This design comes from an exercise in tuning for small area, a short achievable clock period and few clock cycles on the open sky130 flow, not from production work. Function was checked by simulation only, so behaviour that the tests miss may differ from the original. Power figures rest on the tool's default switching activity, not on a simulated workload.

## flow/run.sh

```bash
#!/bin/bash
# synth_recipe.tcl (not shown) runs the flow's synth.tcl, then flattens the netlist and writes it again
# the make line also repeats each setting of config.mk as NAME=value (left out here)
make -C /OpenROAD-flow-scripts/flow DESIGN_CONFIG=/design/flow/config.mk WORK_HOME=/design/flow/orfs CLKGATE_MAP_FILE= SYNTH_SCRIPT=/design/flow/synth_recipe.tcl finish
```

## flow/config.mk

```make
export PLATFORM = sky130hd
export DESIGN_NAME = bc_rx_engine
export DESIGN_NICKNAME = bc_rx_engine
export VERILOG_FILES = /design/flow/design.v
export SDC_FILE = /design/flow/constraint.sdc
export NUM_CORES = 4
export LEC_CHECK = 0
export CAP_MARGIN = 20
export CORE_MARGIN = 2
export CORE_UTILIZATION = 40
export SLEW_MARGIN = 20
```

## flow/constraint.sdc

```tcl
create_clock -name core_clock -period 12.0 [get_ports {clk}]
set_input_delay 2.4000 -clock core_clock [delete_from_list [all_inputs] [get_ports {clk}]]
set_output_delay 2.4000 -clock core_clock [all_outputs]
set_load 0.01 [all_outputs]
```

## flow/design.v

```verilog
module bc_rx_engine (
    input  wire       clk,
    input  wire       rst,         
    input  wire       in_valid,
    output wire       in_ready,
    input  wire       in_kind,     
    input  wire [2:0] in_op,
    input  wire [7:0] in_data,
    output wire       out_valid,
    output wire [7:0] out_data,
    output wire       out_last,
    input  wire       out_ready
);
    localparam integer MAXW = 64;
    localparam integer CAP  = MAXW + 33;    
    localparam integer IW   = 7;            
    localparam integer CW   = 8;            
    localparam [7:0] MARKER = 8'h7A;
    localparam [7:0] ESCAPE = 8'h7B;
    localparam [2:0] OP_QFLAGS = 3'd0;
    localparam [2:0] OP_POPD   = 3'd1;
    localparam [2:0] OP_POPDT  = 3'd2;
    localparam [2:0] OP_POPF   = 3'd3;
    localparam [2:0] OP_CLRD   = 3'd4;
    localparam [2:0] OP_CLRF   = 3'd5;
    localparam [2:0] OP_CLRC   = 3'd6;
    localparam [2:0] OP_SETMODE = 3'd7;
    localparam [2:0] P_IDLE   = 3'd0;
    localparam [2:0] P_HDR    = 3'd1;
    localparam [2:0] P_LENHI  = 3'd2;
    localparam [2:0] P_LENLO  = 3'd3;
    localparam [2:0] P_STATUS = 3'd4;
    localparam [2:0] P_PAY    = 3'd5;
    reg [7:0]    ring [0:CAP-1];
    reg [IW-1:0] wr;
    reg [IW-1:0] start;
    reg [CW-1:0] cnt;
    reg [7:0]    last_raw;
    reg [IW-1:0] prev_start;
    reg [IW-1:0] prev_end;
    reg [CW-1:0] prev_count;
    reg          prev_valid;
    reg          fmt_rdy;
    reg          dat_rdy;
    reg          in_pkt;
    reg          ovl;
    reg          cmd_done;
    reg          tx_mode;
    reg [2:0]    phase;
    reg [7:0]    hdr_byte;
    reg          hdr_last;
    reg          pop_data;      
    reg [IW-1:0] rd_ptr;
    reg [CW-1:0] remaining;     
    function [IW-1:0] ring_inc;
        input [IW-1:0] a;
        begin
            ring_inc = (a == CAP - 1) ? {IW{1'b0}} : a + 1'b1;
        end
    endfunction
    function [IW-1:0] ring_bwd;
        input [IW-1:0] base;
        input [CW-1:0] k;
        reg   [CW:0]   t;
        begin
            t = {2'b00, base} + CAP - {1'b0, k};
            ring_bwd = (t >= CAP) ? t - CAP : t;
        end
    endfunction
    wire accept  = in_valid && in_ready;
    wire rx_step = accept && !in_kind;
    wire op_step = accept &&  in_kind;
    wire [7:0] b = in_data;
    wire is_marker = (b == MARKER);
    wire is_escape = (b == ESCAPE);
    wire last_was_marker = (last_raw == MARKER);
    wire last_was_escape = (last_raw == ESCAPE);
    wire [IW-1:0] wr_next    = ring_inc(wr);
    wire [CW-1:0] cnt_base   = in_pkt ? cnt : {CW{1'b0}};
    wire [CW-1:0] cnt_inc    = (cnt_base == CAP + 1) ? cnt_base : cnt_base + 1'b1;
    wire [7:0]    store_byte = last_was_escape ? (b & 8'h7F) : b;
    wire [IW-1:0] len_hi_idx = ring_bwd(wr, cnt - 8'd1);
    wire [IW-1:0] len_lo_idx = ring_bwd(wr, cnt - 8'd2);
    wire [15:0]   mk1_len    = {ring[len_hi_idx], ring[len_lo_idx]};
    wire [13:0]   mk1_need   = ({1'b0, mk1_len[15:3]} + (mk1_len[2:0] != 3'd0)) + 14'd3;
    wire          mk1_accept = !ovl && (cnt >= 3) && !ring[wr][7] &&
                               (mk1_len < 16'd4096) && (mk1_need == {6'd0, cnt});
    wire          mk2_fmt    = !ovl && (cnt == 8'd33);
    wire [CW:0]   fit_sum    = {1'b0, prev_count} + {1'b0, cnt};
    wire          mk2_reval  = prev_valid && (fit_sum <= CAP) && !ring[prev_end][7];
    wire          busy_q     = tx_mode ? !cmd_done : in_pkt;
    wire [CW-1:0] pay_count  = prev_count - 8'd3;
    assign in_ready  = (phase == P_IDLE);
    assign out_valid = (phase != P_IDLE);
    assign out_data  = (phase == P_HDR)    ? hdr_byte :
                       (phase == P_STATUS) ? ring[prev_end] :
                                             ring[rd_ptr];
    assign out_last  = ((phase == P_HDR) && hdr_last) ||
                       ((phase == P_STATUS) && (remaining == 0)) ||
                       ((phase == P_PAY) && (remaining == 1));
    wire out_fire = out_valid && out_ready;
    always @(posedge clk) begin
        if (!rst && rx_step && !tx_mode && !is_marker && !is_escape)
            ring[wr_next] <= store_byte;
    end
    always @(posedge clk) begin
        if (rst) begin
            wr         <= CAP - 1;
            start      <= 0;
            cnt        <= 0;
            last_raw   <= 8'h00;
            prev_start <= 0;
            prev_end   <= 0;
            prev_count <= 0;
            prev_valid <= 1'b0;
            fmt_rdy    <= 1'b0;
            dat_rdy    <= 1'b0;
            in_pkt     <= 1'b0;
            ovl        <= 1'b0;
            cmd_done   <= 1'b1;
            tx_mode    <= 1'b0;
            phase      <= P_IDLE;
            hdr_byte   <= 8'h00;
            hdr_last   <= 1'b0;
            pop_data   <= 1'b0;
            rd_ptr     <= 0;
            remaining  <= 0;
        end else begin
            if (rx_step) begin
                if (tx_mode) begin
                    if (is_marker)
                        cmd_done <= 1'b1;
                end else if (is_marker) begin
                    if (last_was_marker) begin
                        if (mk2_fmt)
                            fmt_rdy <= 1'b1;
                        if (mk2_reval)
                            dat_rdy <= 1'b1;
                    end else begin
                        if (mk1_accept) begin
                            dat_rdy    <= 1'b1;
                            prev_start <= start;
                            prev_end   <= wr;
                            prev_count <= cnt;
                            prev_valid <= 1'b1;
                        end
                    end
                    in_pkt <= 1'b0;
                end else begin
                    if (!in_pkt) begin
                        in_pkt  <= 1'b1;
                        dat_rdy <= 1'b0;
                        fmt_rdy <= 1'b0;
                        ovl     <= 1'b0;
                        start   <= wr_next;
                    end
                    if (is_escape) begin
                        cnt <= cnt_base;
                    end else begin
                        wr  <= wr_next;
                        cnt <= cnt_inc;
                        if (cnt_inc > CAP)
                            ovl <= 1'b1;
                    end
                end
                last_raw <= b;
            end
            if (op_step) begin
                case (in_op)
                    OP_QFLAGS: begin
                        hdr_byte <= {1'b0, busy_q, tx_mode, cmd_done, ovl, in_pkt, dat_rdy, fmt_rdy};
                        hdr_last <= 1'b1;
                        phase    <= P_HDR;
                    end
                    OP_POPD, OP_POPDT: begin
                        phase <= P_HDR;
                        if (dat_rdy) begin
                            hdr_byte   <= 8'h01;
                            hdr_last   <= 1'b0;
                            pop_data   <= 1'b1;
                            rd_ptr     <= prev_start;
                            if (in_op == OP_POPDT && {1'b0, in_data} < pay_count)
                                remaining <= {1'b0, in_data};
                            else
                                remaining <= pay_count;
                            dat_rdy    <= 1'b0;
                            prev_valid <= 1'b0;
                        end else begin
                            hdr_byte <= 8'h00;
                            hdr_last <= 1'b1;
                        end
                    end
                    OP_POPF: begin
                        phase <= P_HDR;
                        if (fmt_rdy) begin
                            hdr_byte  <= 8'h01;
                            hdr_last  <= 1'b0;
                            pop_data  <= 1'b0;
                            rd_ptr    <= start;
                            remaining <= 8'd33;
                            fmt_rdy   <= 1'b0;
                        end else begin
                            hdr_byte <= 8'h00;
                            hdr_last <= 1'b1;
                        end
                    end
                    OP_CLRD: dat_rdy  <= 1'b0;
                    OP_CLRF: fmt_rdy  <= 1'b0;
                    OP_CLRC: cmd_done <= 1'b0;
                    OP_SETMODE: begin
                        tx_mode  <= in_data[0];
                        cmd_done <= 1'b1;
                    end
                    default: ;
                endcase
            end
            if (out_fire) begin
                case (phase)
                    P_HDR: begin
                        if (hdr_last)
                            phase <= P_IDLE;
                        else if (pop_data)
                            phase <= P_LENHI;
                        else
                            phase <= P_PAY;
                    end
                    P_LENHI: begin
                        rd_ptr <= ring_inc(rd_ptr);
                        phase  <= P_LENLO;
                    end
                    P_LENLO: begin
                        rd_ptr <= ring_inc(rd_ptr);
                        phase  <= P_STATUS;
                    end
                    P_STATUS: begin
                        phase <= (remaining == 0) ? P_IDLE : P_PAY;
                    end
                    P_PAY: begin
                        rd_ptr    <= ring_inc(rd_ptr);
                        remaining <= remaining - 1'b1;
                        if (remaining == 1)
                            phase <= P_IDLE;
                    end
                    default: phase <= P_IDLE;
                endcase
            end
        end
    end
endmodule
```

==> results.tsv <==
stage	metric	value	unit
outcome	status	timing/DRC/antenna clean	
placed_design	Detailed Place HPWL	207000	um
timing	Setup TNS	0	ns
yosys	most frequent cells after synthesis	edfxtp_1, mux4_2, nand2_1	
yosys	#FFs+latches synth	876	
timing	final hold violations	0	
finish	fillers	13900	
setup_path	worst path arrival time	11.19	ns
hold_path	Hold Path Sink	last_raw[7]	
setup_path	CP endpoint kind	flip-flop	
yosys	Cells after Synth	4948	
clock_tree	clock slew at reported path FFs	0.06	ns
setup_path	crit path from	wr[0]	
routing	drt drc	0	
timing	Max Slew Vio Count	0	
placed_design	I/O Buffers	26	
clock_tree	total CTS buffers	100	
global_routing	global route overflow	0	
setup_path	Worst EP required	12.65	ns
finish	Multi-input gate area	34100	um^2
timing	final period utilization	87.9	%
yosys	Synth area leaders	edfxtp_1, mux4_2, mux2i_1	
job	max_cap viols	0	
hold_path	WHS Path Cells	2	
timing	RSZ-0062 raised after global routing	false	
routing	Wirelength per Cell	42.8	um
finish	register area	25300	um^2
clock_tree	cts hold-fix bufs	0	
yosys	number of synthesized flops with an enable pin	776	
routing	post-route antenna net violation count	0	
yosys	sequential-to-total area share from yosys stat	41.3	%
yosys	Yosys cell types	118	
global_routing	first-pass GRT wire length	410000	um
setup_path	R2R depth	29	
yosys	commonest register cell after synthesis	edfxtp_1	
setup_path	R2R setup slack	1.46	ns
power_and_ir_drop	leakage	21.1	nW
clock_tree	H-Tree Depth	3	
die	Die W	395	um
global_routing	largest net degree at the start of global routing	108	
timing	Slew headroom	11.2	%
yosys	syn nets	5016	
clock_tree	Clock Latency Late Sink	0.76	ns
power_and_ir_drop	VDD IR max	0.106	mV
routing	Pre-antenna DRT Iters	7	
global_routing	Total GRT Usage	37.4	%
global_routing	initial antenna violation count	33	
clock_tree	CTS sink count	876	
setup_path	Reg-to-Reg Start	wr[0]	
setup_path	startpoint types	flip-flop	
die	Placeable Area	152000	um^2
timing	Slew @ Worst Pin	1.29	ns
clock_tree	post-CTS setup repair buffer count	0	
timing	fmax	0.0949	GHz
yosys	syn avg cell area	12.4	um^2
finish	fin util	44.7	%
die	I/O pins	27	
timing	fin crit period	10.54	ns
routing	initial drt markers	11300	
setup_path	most used cell, CP	ha_1	
yosys	YS warnings	1	
yosys	Cell Area, Synth	61300	um^2
setup_path	CP max FO	33	
die	row count	143	
timing	Setup Skew	0.0198	ns
die	die area	156000	um^2
routing	Via-to-Cell Ratio	7.72	
clock_tree	CTS tree	done	
yosys	area leader, netlist	edfxtp_1	
finish	nets@finish	4947	
hold_path	HP Class	reg2reg	
routing	drt total wl	300000	um
routing	Vias	54100	
clock_tree	Resize count post-CTS	0	
die	Die Ht	395	um
clock_tree	clk root buf	clkbuf_16	
global_routing	vias in the first global route	49600	
hold_path	Hold Crit Start	last_raw[7]	
yosys	Post-synth ARST share	0	%
setup_path	Crit-path slowest cell	fa_4	
timing	final setup vio count	0	
clock_tree	clk buf depth	3	
yosys	post-synth top area share	38.0	%
finish	Area Overhead vs Synth	10.9	%
die	initial core utilization	40.3	%
setup_path	critical path's largest stage delay	1.22	ns
setup_path	kind of critical path	reg2reg	
yosys	most common cell in the netlist	edfxtp_1	
power_and_ir_drop	pwr/cell area	143	nW/um^2
finish	layout cells sized above 1	25.7	%
placed_design	GPL Wtd Cong	1.08	
-- cell usage in the layout, fill, tap and decap left out, drive strengths merged, types with 50 or more instances in the layout --
master	n
edfxtp	776
mux4	671
nand2	451
nor2	304
buf	266
mux2i	243
a21oi	193
o21ai	160
nand3	148
nor4	125
nor3	122
clkbuf	117
dfxtp	100
a211oi	87
inv	77
o22ai	73
mux2	56
nand2b	50
-- stage by stage --
step	cells	area (um^2)	power [W]	worst slack, ns	hold WS, ns
floorplan	4948	61300	0.00513	3.99	0.431
CTS	6992	67900	0.00952	1.90	0.452
finish	7004	68000	0.00975	1.46	0.450
global route	6995	67900	0.00984	1.03	0.476
global placement	6803	64500	0.00643	2.08	0.441
detailed placement	6806	64600	0.00643	1.95	0.443
-- power breakdown --
| group | switching [W] | internal [W] | leakage (nW) | total [W] |
|---|---|---|---|---|
| logic | 0.00229 | 0.000983 | 11.7 | 0.00328 |
| clock network | 0.00139 | 0.00175 | 1.58 | 0.00314 |
| registers | 0.0000158 | 0.00332 | 7.79 | 0.00334 |
| total | 0.00370 | 0.00605 | 21.1 | 0.00975 |
-- worst max-delay path by stage --
stage	to	slack, ns	cells after the start
finish	flip-flop	1.46	29
global route	flip-flop	1.03	31
CTS	flip-flop	1.90	29
detailed placement	flip-flop	1.95	29
global placement	flip-flop	2.08	29
floorplan	flip-flop	3.99	36
-- routing by layer --
layer	part of all wire, %	vias up	track usage, %
li1	-	20300	-
met1	34	26900	45.7
met2	41	5371	52.1
met3	16	1442	17.0
met4	9.4	48	26.6
met5	0.13	-	0.616
-- state kept, by name (all words and copies together) (netlist names), 8 cells and up, named ones only --
| signal | count |
|---|---|
| ring | 776 |
| remaining | 8 |
| last_raw | 8 |
| prev_count | 8 |
| cnt | 8 |
-- cells by family after synthesis --
family / after synthesis / synth area share, %
compound gates: 1065 / 12.5
xor+xnor: 59 / 0.912
fa+ha+maj: 53 / 1.11
buf+inv: 529 / 3.62
flops: 876 / 41.3
mux: 970 / 29.6
simple gates: 1396 / 10.9
-- critical path: cells and delay by family, from the launching register on --
family	cells	cell delay (ns)
mux	1	0.30
compound gates	10	3.04
fa+ha+maj	5	2.48
xor+xnor	1	0.13
flops	1	0.64
simple gates	7	2.18
buf+inv	5	1.56
-- area by class of cell --
cell class	count	area share (%)
inverters	74	0.411
clock inverters	69	0.902
clock buffers	117	3.91
repair buffers	284	3.50
flip-flops and latches	876	37.3
multi-input cells	3543	50.2
well taps	2030	3.74
diodes	11	0.0405
Testbench counts, summed over its fixed seeds: cycles 19,528.

==> port drivers added, routing unchanged <==
How much do the figures lean on ideal ports? The routed layout below was timed once more, with nothing changed but the port constraints.
Step 1 sets driving cells, clkbuf_16 on the clock port and buf_2 on the other inputs (assumed; they add their load-dependent delay and slew).
Step 2 moves the port delays by t, midway between the first and last clock arrival at a register: inputs arrive t later, outputs are due t later. That takes back most of the time a late clock gives input paths.
Three values: ideal ports, drivers, drivers and shift; two values: the first two.
t (ns): 0.822
slack for setup (ns): 1.457 / 1.457 / 1.457
worst slew at a driven data input, ns: 0.05
After both steps this run still meets setup and hold. For this run, drivers alone change the setup slack by 0.000 ns; drivers and shift together by 0.000 ns.
